Background: an optimization exercise with open tools, aiming at small area. Do not read the settings as production practice. Only simulation tests tie the RTL to the original design; equivalence was not proved. Power figures rest on the tool's default switching activity, not on a simulated workload.

### constraint.sdc
create_clock -name core_clock -period 10.0 [get_ports {clk}]
set_input_delay 2.0000 -clock core_clock [delete_from_list [all_inputs] [get_ports {clk}]]
set_output_delay 2.0000 -clock core_clock [all_outputs]
set_load 0.01 [all_outputs]
### config.mk
export PLATFORM = sky130hd
export DESIGN_NAME = vtx_rx_decoder
export DESIGN_NICKNAME = vtx_rx_decoder
export VERILOG_FILES = /design/flow/design.v
export SDC_FILE = /design/flow/constraint.sdc
export NUM_CORES = 4
export LEC_CHECK = 0
export CAP_MARGIN = 20
export CORE_MARGIN = 2
export CORE_UTILIZATION = 40
export SLEW_MARGIN = 20
### run.sh
#!/bin/bash
# synth_recipe.tcl (not shown) runs the flow's synth.tcl, then flattens the netlist and writes it again
# the make line also repeats each setting of config.mk as NAME=value (left out here)
make -C /OpenROAD-flow-scripts/flow DESIGN_CONFIG=/design/flow/config.mk WORK_HOME=/design/flow/orfs CLKGATE_MAP_FILE= SYNTH_SCRIPT=/design/flow/synth_recipe.tcl finish
### design.v
module vtx_rx_decoder (
    input  wire        clk,
    input  wire        rst,           
    input  wire        proto,         
    input  wire        rx_valid,
    input  wire [7:0]  rx_data,
    output reg  [1:0]  sa_version,    
    output reg         sa_channel_vld,
    output reg  [7:0]  sa_channel,
    output reg         sa_power_vld,
    output reg  [7:0]  sa_power,
    output reg         sa_mode_vld,
    output reg  [7:0]  sa_mode,
    output reg         sa_freq_vld,
    output reg  [15:0] sa_freq,
    output reg         sa_pit_freq_vld,
    output reg  [15:0] sa_pit_freq,
    output reg  [31:0] sa_bad_preamble,
    output reg  [31:0] sa_bad_length,
    output reg  [31:0] sa_crc_err,
    output reg         sa_frame_ok,   
    output reg  [7:0]  sa_frame_code,
    output reg  [15:0] tr_min_freq,
    output reg  [15:0] tr_max_freq,
    output reg  [15:0] tr_max_power,
    output reg  [15:0] tr_obs_freq,
    output reg  [15:0] tr_obs_power,
    output reg  [7:0]  tr_ctrl_flags,
    output reg         tr_obs_pit,
    output reg  [15:0] tr_act_power,
    output reg  [15:0] tr_temp,
    output reg  [31:0] tr_bad_frame,
    output reg         tr_frame_ok,   
    output reg  [7:0]  tr_frame_code
);
    localparam [4:0] SA_MAX_PAYLOAD = 5'd16;
    localparam [15:0] SA_PIT_FLAG   = 16'h8000;
    localparam [2:0] SA_PRE1 = 3'd0,
                     SA_PRE2 = 3'd1,
                     SA_CMD  = 3'd2,
                     SA_LEN  = 3'd3,
                     SA_DATA = 3'd4,
                     SA_CRC  = 3'd5;
    localparam [1:0] TR_HDR  = 2'd0,
                     TR_CODE = 2'd1,
                     TR_ACC  = 2'd2;
    function [7:0] crc8_byte;
        input [7:0] c;
        input [7:0] d;
        integer i;
        reg [7:0] x;
        begin
            x = c ^ d;
            for (i = 0; i < 8; i = i + 1)
                x = x[7] ? ((x << 1) ^ 8'hD5) : (x << 1);
            crc8_byte = x;
        end
    endfunction
    localparam [7:0] CRC_PREAMBLE = 8'hB4;
    wire sa_in = rx_valid && !proto;
    wire tr_in = rx_valid &&  proto;
    reg [2:0] sa_rx;
    reg [7:0] sa_rx_cmd;
    reg [7:0] sa_rx_len;
    reg [7:0] sa_rx_count;
    reg [7:0] sa_crc;
    reg [7:0] sa_rx_buf [0:15];
    wire [15:0] sa_echo_val = {sa_rx_buf[0], sa_rx_buf[1]};
    always @(posedge clk) begin
        if (sa_in && sa_rx == SA_DATA)
            sa_rx_buf[sa_rx_count[3:0]] <= rx_data;
    end
    always @(posedge clk) begin
        if (rst) begin
            sa_rx           <= SA_PRE1;
            sa_rx_cmd       <= 8'd0;
            sa_rx_len       <= 8'd0;
            sa_rx_count     <= 8'd0;
            sa_crc          <= 8'd0;
            sa_version      <= 2'd0;
            sa_channel_vld  <= 1'b0;
            sa_channel      <= 8'd0;
            sa_power_vld    <= 1'b0;
            sa_power        <= 8'd0;
            sa_mode_vld     <= 1'b0;
            sa_mode         <= 8'd0;
            sa_freq_vld     <= 1'b0;
            sa_freq         <= 16'd0;
            sa_pit_freq_vld <= 1'b0;
            sa_pit_freq     <= 16'd0;
            sa_bad_preamble <= 32'd0;
            sa_bad_length   <= 32'd0;
            sa_crc_err      <= 32'd0;
            sa_frame_ok     <= 1'b0;
            sa_frame_code   <= 8'd0;
        end else begin
            sa_frame_ok <= 1'b0;
            if (sa_in) begin
                case (sa_rx)
                    SA_PRE1: begin
                        if (rx_data == 8'hAA)
                            sa_rx <= SA_PRE2;
                        else
                            sa_bad_preamble <= sa_bad_preamble + 32'd1;
                    end
                    SA_PRE2: begin
                        if (rx_data == 8'h55) begin
                            sa_rx <= SA_CMD;
                        end else begin
                            sa_bad_preamble <= sa_bad_preamble + 32'd1;
                            sa_rx <= SA_PRE1;
                        end
                    end
                    SA_CMD: begin
                        sa_rx_cmd <= rx_data;
                        sa_crc    <= crc8_byte(CRC_PREAMBLE, rx_data);
                        sa_rx     <= SA_LEN;
                    end
                    SA_LEN: begin
                        if (rx_data > {3'd0, SA_MAX_PAYLOAD}) begin
                            sa_bad_length <= sa_bad_length + 32'd1;
                            sa_rx <= SA_PRE1;
                        end else begin
                            sa_rx_len   <= rx_data;
                            sa_rx_count <= 8'd0;
                            sa_crc      <= crc8_byte(sa_crc, rx_data);
                            sa_rx       <= (rx_data == 8'd0) ? SA_CRC : SA_DATA;
                        end
                    end
                    SA_DATA: begin
                        sa_rx_count <= sa_rx_count + 8'd1;
                        sa_crc      <= crc8_byte(sa_crc, rx_data);
                        if (sa_rx_count + 8'd1 == sa_rx_len)
                            sa_rx <= SA_CRC;
                    end
                    SA_CRC: begin
                        sa_rx <= SA_PRE1;
                        if (sa_crc == rx_data) begin
                            sa_frame_ok   <= 1'b1;
                            sa_frame_code <= sa_rx_cmd;
                            case (sa_rx_cmd)
                                8'h01, 8'h09, 8'h11: begin
                                    sa_version <= (sa_rx_cmd == 8'h01) ? 2'd1 :
                                                  (sa_rx_cmd == 8'h09) ? 2'd2 : 2'd3;
                                    if (sa_rx_len >= 8'd1) begin
                                        sa_channel     <= sa_rx_buf[0];
                                        sa_channel_vld <= 1'b1;
                                    end
                                    if (sa_rx_len >= 8'd2) begin
                                        sa_power     <= sa_rx_buf[1];
                                        sa_power_vld <= 1'b1;
                                    end
                                    if (sa_rx_len >= 8'd3) begin
                                        sa_mode     <= sa_rx_buf[2];
                                        sa_mode_vld <= 1'b1;
                                    end
                                    if (sa_rx_len >= 8'd5) begin
                                        sa_freq     <= {sa_rx_buf[3], sa_rx_buf[4]};
                                        sa_freq_vld <= 1'b1;
                                    end
                                end
                                8'h04: begin
                                    if (sa_rx_len >= 8'd2) begin
                                        if ((sa_echo_val & SA_PIT_FLAG) != 16'd0) begin
                                            sa_pit_freq     <= sa_echo_val & ~SA_PIT_FLAG;
                                            sa_pit_freq_vld <= 1'b1;
                                        end else begin
                                            sa_freq     <= sa_echo_val;
                                            sa_freq_vld <= 1'b1;
                                        end
                                    end
                                end
                                default: ;  
                            endcase
                        end else begin
                            sa_crc_err <= sa_crc_err + 32'd1;
                        end
                    end
                    default: sa_rx <= SA_PRE1;
                endcase
            end
        end
    end
    reg [1:0] tr_rx;
    reg [4:0] tr_rx_count;
    reg [7:0] tr_sum;
    reg [7:0] tr_rx_buf [0:15];
    always @(posedge clk) begin
        if (tr_in) begin
            if (tr_rx == TR_HDR && rx_data == 8'h0F)
                tr_rx_buf[0] <= rx_data;
            else if (tr_rx == TR_CODE)
                tr_rx_buf[1] <= rx_data;
            else if (tr_rx == TR_ACC)
                tr_rx_buf[tr_rx_count[3:0]] <= rx_data;
        end
    end
    wire [7:0]  tr_code = tr_rx_buf[1];
    wire [15:0] tr_w1   = {tr_rx_buf[3], tr_rx_buf[2]};
    wire [15:0] tr_w2   = {tr_rx_buf[5], tr_rx_buf[4]};
    wire [15:0] tr_w3   = {tr_rx_buf[7], tr_rx_buf[6]};
    wire [15:0] tr_w4   = {tr_rx_buf[9], tr_rx_buf[8]};
    always @(posedge clk) begin
        if (rst) begin
            tr_rx         <= TR_HDR;
            tr_rx_count   <= 5'd0;
            tr_sum        <= 8'd0;
            tr_min_freq   <= 16'd0;
            tr_max_freq   <= 16'd0;
            tr_max_power  <= 16'd0;
            tr_obs_freq   <= 16'd0;
            tr_obs_power  <= 16'd0;
            tr_ctrl_flags <= 8'd0;
            tr_obs_pit    <= 1'b0;
            tr_act_power  <= 16'd0;
            tr_temp       <= 16'd0;
            tr_bad_frame  <= 32'd0;
            tr_frame_ok   <= 1'b0;
            tr_frame_code <= 8'd0;
        end else begin
            tr_frame_ok <= 1'b0;
            if (tr_in) begin
                case (tr_rx)
                    TR_HDR: begin
                        if (rx_data == 8'h0F) begin
                            tr_rx_count <= 5'd1;
                            tr_rx       <= TR_CODE;
                        end
                    end
                    TR_CODE: begin
                        if (rx_data == "r" || rx_data == "v" || rx_data == "s") begin
                            tr_rx_count <= 5'd2;
                            tr_sum      <= rx_data;
                            tr_rx       <= TR_ACC;
                        end else begin
                            tr_rx_count <= 5'd0;
                            tr_rx       <= TR_HDR;
                        end
                    end
                    TR_ACC: begin
                        tr_rx_count <= tr_rx_count + 5'd1;
                        if (tr_rx_count <= 5'd13)
                            tr_sum <= tr_sum + rx_data;
                        if (tr_rx_count == 5'd15) begin
                            tr_rx       <= TR_HDR;
                            tr_rx_count <= 5'd0;
                            if (tr_rx_buf[14] == tr_sum && rx_data == 8'h00) begin
                                tr_frame_ok   <= 1'b1;
                                tr_frame_code <= tr_code;
                                if (tr_code == "r") begin
                                    if (tr_w1 != 16'd0 && tr_w2 != 16'd0 && tr_w3 != 16'd0) begin
                                        tr_min_freq  <= tr_w1;
                                        tr_max_freq  <= tr_w2;
                                        tr_max_power <= tr_w3;
                                    end
                                end else if (tr_code == "v") begin
                                    tr_obs_freq   <= tr_w1;
                                    tr_obs_power  <= tr_w2;
                                    tr_ctrl_flags <= tr_rx_buf[6];
                                    tr_obs_pit    <= (tr_rx_buf[7] != 8'd0);
                                    tr_act_power  <= tr_w4;
                                end else begin
                                    if (tr_w3 != 16'd0)
                                        tr_temp <= tr_w3;
                                end
                            end else begin
                                tr_bad_frame <= tr_bad_frame + 32'd1;
                            end
                        end
                    end
                    default: tr_rx <= TR_HDR;
                endcase
            end
        end
    end
endmodule
==> summary.txt <==
[power groups by stage]
stage | Combinational [W] | Clock (W) | Sequential, W
final | 0.000109 | 0.00198 | 0.00206
after CTS | 0.000109 | 0.00204 | 0.00206
after floorplan | 0.0000696 | 0 | 0.00211
after global placement | 0.000106 | 0 | 0.00211
after detailed placement | 0.000108 | 0 | 0.00211
after global routing | 0.000120 | 0.00212 | 0.00206
[layout by cell type (no fill, tap or decap), types with 30 or more instances in the layout]
| cell type | n |
|---|---|
| a21oi_1 | 133 |
| clkbuf_16 | 55 |
| clkdlybuf4s50_1 | 337 |
| dfxtp_1 | 379 |
| edfxtp_1 | 120 |
| inv_1 | 38 |
| mux2i_1 | 140 |
| nand2_1 | 310 |
| nand3_1 | 58 |
| nand4_1 | 37 |
| nor2_1 | 283 |
| nor4_1 | 30 |
| o21ai_0 | 44 |
| xnor2_1 | 72 |
| xor2_1 | 66 |
[sequential cells by signal, summed over array words and instances, names as in the netlist, 15 cells and up]
register         flops
tr_act_power        16
tr_bad_frame        32
tr_temp             16
sa_crc_err          32
tr_obs_freq         16
sa_pit_freq         15
sa_rx_buf           40
sa_bad_length       32
sa_freq             16
tr_rx_buf           80
tr_max_freq         16
tr_obs_power        16
tr_min_freq         16
tr_max_power        16
sa_bad_preamble     32
[cell type report]
type	count	area, um2
multi-input combinational	1474	8930
tap	680	851
clock inverter	30	304
fill	4625	24700
clock buffer	70	1480
sequential	499	11200
inverter	38	143
timing repair buffer	362	3570
[metrics by stage]
step | std cells | worst slack, ns | total power, W | instance area (um2)
2_1_floorplan | 2125 | 5.81 | 0.00218 | 20700
3_3_place_gp | 3048 | 4.31 | 0.00221 | 24600
3_5_place_dp | 3049 | 4.16 | 0.00222 | 24600
4_1_cts | 3149 | 4.84 | 0.00421 | 26400
5_1_grt | 3153 | 4.57 | 0.00430 | 26500
6_report | 3153 | 4.77 | 0.00416 | 26500
[kinds of logic after synthesis]
family / count (synthesis) / share of synthesized area
other cells: 1 / 0.000181
xor+xnor: 140 / 0.0606
fa+ha+maj: 30 / 0.0185
mux: 147 / 0.0715
buf+inv: 152 / 0.0307
simple gates: 905 / 0.205
compound gates: 251 / 0.0728
flops: 499 / 0.541
[path summary, 6_finish.rpt]
| kind | startpoint | end | slack [ns] | cells past startpoint |
|---|---|---|---|---|
| worst min register to register | sa_channel_vld | sa_channel_vld | 0.45 | 2 |
| worst min-delay path | sa_channel_vld | sa_channel_vld | 0.45 | 2 |
| worst max register to register | tr_rx[0] | tr_obs_pit | 6.38 | 8 |
| worst max-delay path | rx_data[0] | tr_obs_pit | 4.77 | 9 |
[synth_stat cells, types with 7 or more instances]
master    number
mux2i_1      140
and2_1        10
nand4_1       37
ha_1          29
o211ai_1      17
nor3_1        26
or3_1         22
inv_1         38
nor2_1       284
dfxtp_1      379
a21oi_1      133
buf_2         12
mux2_2         7
or2_2         11
xor2_1        66
nor2b_1       11
nand2_1      310
and3_1        29
xnor2_1       72
edfxtp_1     120
and4_1        12
or4_1         20
a31oi_1        9
clkbuf_1      88
nor4_1        32
o21ai_0       44
nand3_1       58
o41ai_1        8
nand3b_1       8
[critical path, delay by kind of cell]
| family | cells | cell delay [ns] |
|---|---|---|
| AND/OR/NAND/NOR | 4 | 2.22 |
| AO/OA/AOI/OAI | 2 | 0.32 |
| buffers and inverters | 3 | 1.16 |
[per-layer routing]
| metal | GRT usage | part of all wire | up-vias |
|---|---|---|---|
| met2 | 0.338 | 0.48 | 419 |
| li1 | - | - | 8004 |
| met1 | 0.270 | 0.44 | 7906 |
| met5 | 0 | 0 | - |
| met3 | 0.0443 | 0.061 | 77 |
| met4 | 0.0508 | 0.019 | 0 |
==> results_dict.tcl <==
set metrics [dict create \
    ys_seq_area_frac 0.541 \
    mappedNetlistArea_um2 20700 \
    rsz0062_at_grt "no" \
    critPathRequiredTime_ns 10.54 \
    crit_path_frequent_cell "buf_4" \
    io_pins 342 \
    period_share 0.523 \
    slew_headroom 0.293 \
    setup.worst_path.class "in -> reg" \
    dieHeight_um 231 \
    postCtsSetupBuffers 0 \
    crit_slowest_cell "nand4_1" \
    grt_max_degree 136 \
    synth_edf_count 120 \
    viasPerCell 5.20 \
    setup_viol 0 \
    grt_pass1_wl_um 87500 \
    place_congestion 0.833 \
    grt.overflow.total 0 \
    drv_cap 0 \
    globalRouteTotalUtil 0.204 \
    synth_flop_cell "dfxtp_1" \
    finalHoldViolations 0 \
    worst_slew_pin_slew_ns 1.06 \
    ys_types 71 \
    syn_inst 2125 \
    dr.pass1.iters 5 \
    cts_resized 0 \
    grt_antenna_before_repair 0 \
    finalCoreUtilization 0.517 \
    ys_ff_latch 499 \
    status "complete, no violations" \
    clk_pin_slew_ns 0.06 \
    synth.area.top_cells "dfxtp_1, edfxtp_1, mux2i_1" \
    insertion_delay_ns 0.61 \
    syn2layout_area_growth_pct 27.9 \
    core_um2 51200 \
    cts_hold_buffers 0 \
    p_seq_frac 0.497 \
    fp-row-count 83 \
    numPortBuffers 340 \
    syn_avg_cell_area_um2 9.74 \
    post_drt_wl_per_cell_um 17.8 \
    drt_wl_total_um 56100 \
    route.detailed.drc 0 \
    final_nets 2471 \
    n_antenna_cell 0 \
    grt_pass1_vias 15500 \
    netSwitchingFraction 0.218 \
    drt_iter0_markers 891 \
    hp-class "reg -> reg" \
    die-width_um 231 \
    syn_nets 2167 \
    peakVddDrop_mv 0.123 \
    cts_max_level 2 \
    synth_top_cell_by_area "dfxtp_1" \
    end_kind "flip-flop" \
    tns_ns 0 \
    critPathMaxFanout 42 \
    power_frac_comb 0.026 \
    die_area_um2 53600 \
    cp-start-kind "input port" \
    p_per_area_nw_per_um2 157 \
    cp.arrival_ns 5.77 \
    place_hpwl_um 38000 \
    cts_tree "done" \
    power_switching_w 0.000905 \
    cts_made_buffers 54 \
    clock_sinks 499 \
    p_int_w 0.00325 \
    vias 16400 \
    drive_above_1_share 0.0590 \
    root_buffer "clkbuf_16" \
    synth_top_area_frac 0.367 \
    slew_viol_final 0 \
    leakage_nw 9.18 \
    drtAntennaViolNets 0 \
    finalCriticalPeriod_ns 5.23 \
    p_clk_frac 0.477 \
    cts_buffer_depth 3 \
    fmax_mhz 191 \
    skew_ns 0.0384 \
    start_util 0.404 \
    async_reset_ff_frac 0 \
    hold-worst-slack_ns 0.449 \
    yosys_warnings 1 \
    slowest_delay_ns 0.67 \
    crit_chain "clkdlybuf4s50_1 > buf_4 > or4_4 > nor3_4 > nand4_1 > nor2_4 > buf_4 > o21ai_0 > a21oi_1" \
]

==> static timing again, ports no longer ideal <==
No port has a modelled driver above. Below, the same layout with a new extraction and two added sets of constraints. Step 1 (the two cells are an assumption about what drives the block):
set clk [get_ports {clk}]
set_driving_cell -lib_cell sky130_fd_sc_hd__clkbuf_16 $clk
set_driving_cell -lib_cell sky130_fd_sc_hd__buf_2 [delete_from_list [all_inputs] $clk]
Step 2 adds t to the input delays and takes it off the output delays; t is the mean of the earliest and latest rising clock arrival at the registers after step 1. Input paths then give back, and output paths get back, about the clock's delay inside the block. a / b / c = ideal / step 1 / step 2; a / b = the first two.
shift t [ns]: 0.651
slack for setup (ns): 4.765 / 4.801 / 4.149
hold slack, ns: 0.449 / 0.449 / 0.449
worst setup path at the end: input to register
After both steps this run still meets setup and hold. For this run, drivers alone change the setup slack by +0.036 ns; drivers and shift together by -0.616 ns.
